What follows belongs to an exercise in optimizing a design on an open flow for small area; a production flow would make more cautious choices.
Function was checked by simulation only, so behaviour that the tests miss may differ from the original.
No activity file was given, so power comes from the tool's default toggle rates.

== job 5922 ==
Design mvn_cpu, start of the top module:
module mvn_cpu (
    input  wire        clk,
    input  wire        rst,
    output reg         mem_req,
    output reg         mem_we,
    output reg  [11:0] mem_addr,
    output reg  [7:0]  mem_wdata,
    input  wire        mem_ready,
    input  wire [7:0]  mem_rdata,
    output wire        in_ready,
    input  wire        in_valid,
    input  wire [11:0] in_data,
    output wire        out_valid,
    output wire [11:0] out_data,
    output wire        halted,
    input  wire        resume,
    output wire        done,
    output wire        faulted,
    output wire [3:0]  fault_code,
    output wire [12:0] pc_o,
    output wire [11:0] ac_o
);
    localparam [3:0] OP_JMP = 4'h0, OP_JZ = 4'h1, OP_JN = 4'h2, OP_LV = 4'h3,
                     OP_ADD = 4'h4, OP_SUB = 4'h5, OP_MUL = 4'h6, OP_DIV = 4'h7,
                     OP_LD  = 4'h8, OP_MM  = 4'h9, OP_SC  = 4'hA, OP_RS  = 4'hB,
                     OP_HM  = 4'hC, OP_GD  = 4'hD, OP_PD  = 4'hE, OP_OS  = 4'hF;
    localparam [4:0] S_CLR   = 5'd0,   
                     S_FETCH = 5'd1,   
                     S_X1    = 5'd2,   
                     S_RDL   = 5'd3,   
                     S_OPA   = 5'd4,   
                     S_MUL   = 5'd5,   
                     S_DIV   = 5'd6,   
                     S_WR    = 5'd7,   
                     S_COPY  = 5'd8,   
                     S_HALT  = 5'd9,
                     S_GD    = 5'd10,
                     S_NEGF  = 5'd11,  
                     D_0 = 5'h10, D_5 = 5'h15, D_6 = 5'h16, D_7 = 5'h17, D_8 = 5'h18, D_9 = 5'h19;
    reg  [4:0]  st;
    reg  [3:0]  ph;       
    reg  [11:0] P;        
    reg  [11:0] A;        
    reg  [11:0] O;        
    reg  [11:0] T;        
    reg  [3:0]  OP;       
    reg         c;        
    reg         pcc;      
    reg         f;        
    reg         neg;      
    wire clr   = (st == S_CLR);
    wire fetch = (st == S_FETCH);
    wire x1    = (st == S_X1);
    wire rdl   = (st == S_RDL);
    wire opa   = (st == S_OPA);
    wire mulp  = (st == S_MUL);
    wire divp  = (st == S_DIV);
  ...
clock: 10.0 ns
lec_check: 0
abc_area: 1
cap_margin: 20
core_margin: 2
core_utilization: 45
place_density: 0.65
slew_margin: 20
standard.sh (not shown) runs the stock make flow with config.mk's settings and CLKGATE_MAP_FILE= SYNTH_SCRIPT=/design/flow/synth_recipe.tcl, a recipe that flattens the netlist after the stock synthesis.
==> flow/flow/run.sh <==
#!/bin/bash
# Standard ORFS flow with three changes:
#  - the ABC script used for ABC_AREA=1 is replaced by flow/abc_area.script
#    (area-only mapping; registers come from the unchanged dfflibmap step);
#  - port buffers use sky130_fd_sc_hd__buf_1;
#  - ADDER_MAP_FILE is left empty, so half/full adder structures are left to
#    ABC instead of being mapped to ha/fa cells first;
#  - clock tree synthesis runs with the arguments in flow/cts_args.txt
#    (smaller clock buffers, no dummy loads).
set -euo pipefail
rm -rf scripts_mod
cp -r "$FLOW_HOME/scripts" scripts_mod
cp flow/abc_area.script scripts_mod/abc_area.script
export SCRIPTS_DIR="$PWD/scripts_mod"
export BUFFER_PORTS_ARGS="-buffer_cell sky130_fd_sc_hd__buf_1"
export CTS_ARGS="$(cat flow/cts_args.txt)"
bash standard.sh "SCRIPTS_DIR=$PWD/scripts_mod" "ADDER_MAP_FILE=" \
  "BUFFER_PORTS_ARGS=-buffer_cell sky130_fd_sc_hd__buf_1" \
  "CTS_ARGS=$CTS_ARGS" finish > standard_run.log 2>&1
==> flow/flow/abc_area.script <==
strash
&get -n
&fraig -x
&put
strash
dc2
strash
dc2
strash
&get -n
&dch -f
&nf -a -R 1000
&put
strash
&get -n
&dch -f
&nf -a -R 1000
&put
strash
&get -n
&dch -f
&nf -a -R 1000
&put
topo
==> flow/flow/cts_args.txt <==
-sink_clustering_enable -repair_clock_nets -dont_use_dummy_load -buf_list sky130_fd_sc_hd__clkbuf_4 -root_buf sky130_fd_sc_hd__clkbuf_4
What job 3205 does differently from job 5922 at the input level:
-- flow/flow/run.sh --
<<< job 5922, line 1
#!/bin/bash
# Standard ORFS flow with three changes:
#  - the ABC script used for ABC_AREA=1 is replaced by flow/abc_area.script
#    (area-only mapping; registers come from the unchanged dfflibmap step);
>>> job 3205, line 1
#!/bin/bash
# Standard ORFS flow with four changes:
#  - the ABC script used for ABC_AREA=1 is replaced by flow/abc_area.script
#    (area-only mapping; registers come from the unchanged dfflibmap step);
--- outcome ---
As far as footprint of the flip-flops and latches goes, job 5922 and job 3205 are indistinguishable; the numbers are identical.
Re count of clock tree sinks: no difference whatsoever between job 5922 and job 3205.
Critical path data required time: job 3205 vs job 5922, no meaningful difference
For core utilization, job 5922 and job 3205 come out practically identical.
Job 3205 has completed all stages; timing, DRC and antenna checks passed.
Diff job 3205..job 5922 | maximum operating frequency | unchanged
Taking job 5922 as the reference, in job 3205 wire length shows no meaningful change; share of final-layout standard cells stronger than drive strength 1 shows no meaningful change; last weighted congestion value of the routability-driven placer shows no meaningful change.
Comparing job 3205 against job 5922, there is no change at all in number of routed nets with antenna violations.
Number of hold-repair buffers added at the cts stage: job 5922 vs job 3205 identical
Input-level comparison between job 5229 and job 3205:
# job 3205
export LEC_CHECK = 0
export ABC_AREA = 1
export CAP_MARGIN = 20
export CORE_MARGIN = 2
export CORE_UTILIZATION = 45
export PLACE_DENSITY = 0.65
export SLEW_MARGIN = 20
create_clock -name core_clock -period 10.0 [get_ports {clk}]
# job 5229
export LEC_CHECK = 0
export ABC_AREA = 1
export CAP_MARGIN = 20
export CORE_MARGIN = 2
export CORE_UTILIZATION = 25
export PLACE_DENSITY = 0.5
export SLEW_MARGIN = 20
create_clock -name core_clock -period 10.0 [get_ports {clk}]
==> flow/flow/run.sh <==
#!/bin/bash
# Standard ORFS flow with three changes:
#  - the ABC script used for ABC_AREA=1 is replaced by flow/abc_area.script
#    (area-only mapping; registers come from the unchanged dfflibmap step);
#  - port buffers use sky130_fd_sc_hd__buf_1;
#  - clock tree synthesis runs with the arguments in flow/cts_args.txt
#    (smaller clock buffers, no dummy loads).
set -euo pipefail
rm -rf scripts_mod
cp -r "$FLOW_HOME/scripts" scripts_mod
cp flow/abc_area.script scripts_mod/abc_area.script
export SCRIPTS_DIR="$PWD/scripts_mod"
export BUFFER_PORTS_ARGS="-buffer_cell sky130_fd_sc_hd__buf_1"
export CTS_ARGS="$(cat flow/cts_args.txt)"
bash standard.sh "SCRIPTS_DIR=$PWD/scripts_mod" \
  "BUFFER_PORTS_ARGS=-buffer_cell sky130_fd_sc_hd__buf_1" \
  "CTS_ARGS=$CTS_ARGS" finish > standard_run.log 2>&1
==> flow/flow/abc_area.script <==
strash
&get -n
&fraig -x
&put
strash
dc2
strash
&get -n
&dch -f
&nf -a
&put
topo
==> flow/flow/cts_args.txt <==
-sink_clustering_enable -repair_clock_nets -dont_use_dummy_load -buf_list sky130_fd_sc_hd__clkbuf_8 -root_buf sky130_fd_sc_hd__clkbuf_8 -sink_clustering_size 24 -sink_clustering_max_diameter 150
Results
Delta (job 5229 minus job 3205): core box area rose about 90%, cell count moved up, fmax saw a decrease.
Power group with the highest consumption: combinational cells -> job 5229, sequential cells -> job 3205
diff inputs: job 5229 => job 4593
# job 5229
export LEC_CHECK = 0
export ABC_AREA = 1
export CAP_MARGIN = 20
export CORE_MARGIN = 2
export CORE_UTILIZATION = 25
export PLACE_DENSITY = 0.5
export SLEW_MARGIN = 20
create_clock -name core_clock -period 10.0 [get_ports {clk}]
# job 4593
export LEC_CHECK = 0
export ABC_AREA = 1
export CAP_MARGIN = 0
export CORE_MARGIN = 2
export CORE_UTILIZATION = 45
export PLACE_DENSITY = 0.65
export SLEW_MARGIN = 0
create_clock -name core_clock -period 10.0 [get_ports {clk}]
==> flow/flow/run.sh <==
#!/bin/bash
# Standard ORFS flow with three changes:
#  - the ABC script used for ABC_AREA=1 is replaced by flow/abc_area.script
#    (area-only mapping; registers come from the unchanged dfflibmap step);
#  - port buffers use sky130_fd_sc_hd__buf_1;
#  - ADDER_MAP_FILE is left empty, so half/full adder structures are left to
#    ABC instead of being mapped to ha/fa cells first;
#  - clock tree synthesis runs with the arguments in flow/cts_args.txt
#    (smaller clock buffers, no dummy loads).
set -euo pipefail
rm -rf scripts_mod
cp -r "$FLOW_HOME/scripts" scripts_mod
cp flow/abc_area.script scripts_mod/abc_area.script
export SCRIPTS_DIR="$PWD/scripts_mod"
export BUFFER_PORTS_ARGS="-buffer_cell sky130_fd_sc_hd__buf_1"
export CTS_ARGS="$(cat flow/cts_args.txt)"
bash standard.sh "SCRIPTS_DIR=$PWD/scripts_mod" "ADDER_MAP_FILE=" \
  "BUFFER_PORTS_ARGS=-buffer_cell sky130_fd_sc_hd__buf_1" \
  "CTS_ARGS=$CTS_ARGS" finish > standard_run.log 2>&1
==> flow/flow/abc_area.script <==
strash
&get -n
&fraig -x
&put
strash
dc2
strash
dc2
strash
&get -n
&dch -f
&nf -a -R 1000
&put
strash
&get -n
&dch -f
&nf -a -R 1000
&put
strash
&get -n
&dch -f
&nf -a -R 1000
&put
topo
### Flow results
Reported for job 4593 and job 5229, number of enable-type register cells in the synthesized netlist turned out identical to the last digit.
Power share of the clock group ended up 9.0 points higher on job 4593 than on job 5229.
Compared with job 5229, job 4593 shows non-clock buffer count that has gone down by a few percent.
## Diff of input files: job 8455 against job 4593
# job 4593
export LEC_CHECK = 0
export ABC_AREA = 1
export CAP_MARGIN = 0
export CORE_MARGIN = 2
export CORE_UTILIZATION = 45
export PLACE_DENSITY = 0.65
export SLEW_MARGIN = 0
create_clock -name core_clock -period 10.0 [get_ports {clk}]
# job 8455
export LEC_CHECK = 0
export ABC_AREA = 1
export CAP_MARGIN = 20
export CORE_MARGIN = 2
export CORE_UTILIZATION = 25
export PLACE_DENSITY = 0.5
export SLEW_MARGIN = 20
create_clock -name core_clock -period 10.0 [get_ports {clk}]
--- outcome ---
The combinational power number comes out lower for job 4593 vs job 8455. Run comparison: job 8455 critical-path cell with the highest stage delay sky130_fd_sc_hd__nor2_2; job 4593 critical-path cell with the highest stage delay sky130_fd_sc_hd__nor2_1. Job 8455 vs. job 4593: shortest period the worst path allows shows a reduction of 270 ps, fmax saw an increase, core utilization went down 23 points.

-- port drivers added, routing unchanged --
No port has a modelled driver above. Below, the same layouts with a new extraction and two added sets of constraints. Step 1: set_driving_cell puts a clkbuf_16 on clk and a buf_2 on each other input, an assumption about the parent block. Step 2 times the ports against the registers' clock, not the clock port: input delays grow and output delays shrink by t, the midpoint of the rising clock arrivals with the driver on. Three values: ideal ports, drivers, drivers and shift; two values: the first two.
run | t, ns | slack for setup (ns) | hold slack, ns | latest minus earliest clock arrival (ns) | pins driven straight from the clock port
job 5922 | 0.440 | 5.419 / 5.387 / 5.827 | 0.450 / 0.450 / 0.450 | 0.036 / 0.036 | 1
job 3205 | 0.440 | 5.419 / 5.387 / 5.827 | 0.450 / 0.450 / 0.450 | 0.036 / 0.036 | 1
job 5229 | 0.389 | 5.095 / 5.060 / 5.449 | 0.453 / 0.453 / 0.453 | 0.023 / 0.023 | 1
job 4593 | 0.367 | 5.170 / 5.139 / 5.506 | 0.451 / 0.451 / 0.451 | 0.027 / 0.027 | 1
job 8455 | 0.392 | 5.443 / 5.405 / 5.796 | 0.445 / 0.445 / 0.445 | 0.010 / 0.009 | 1
After both steps every run listed still meets setup and hold.
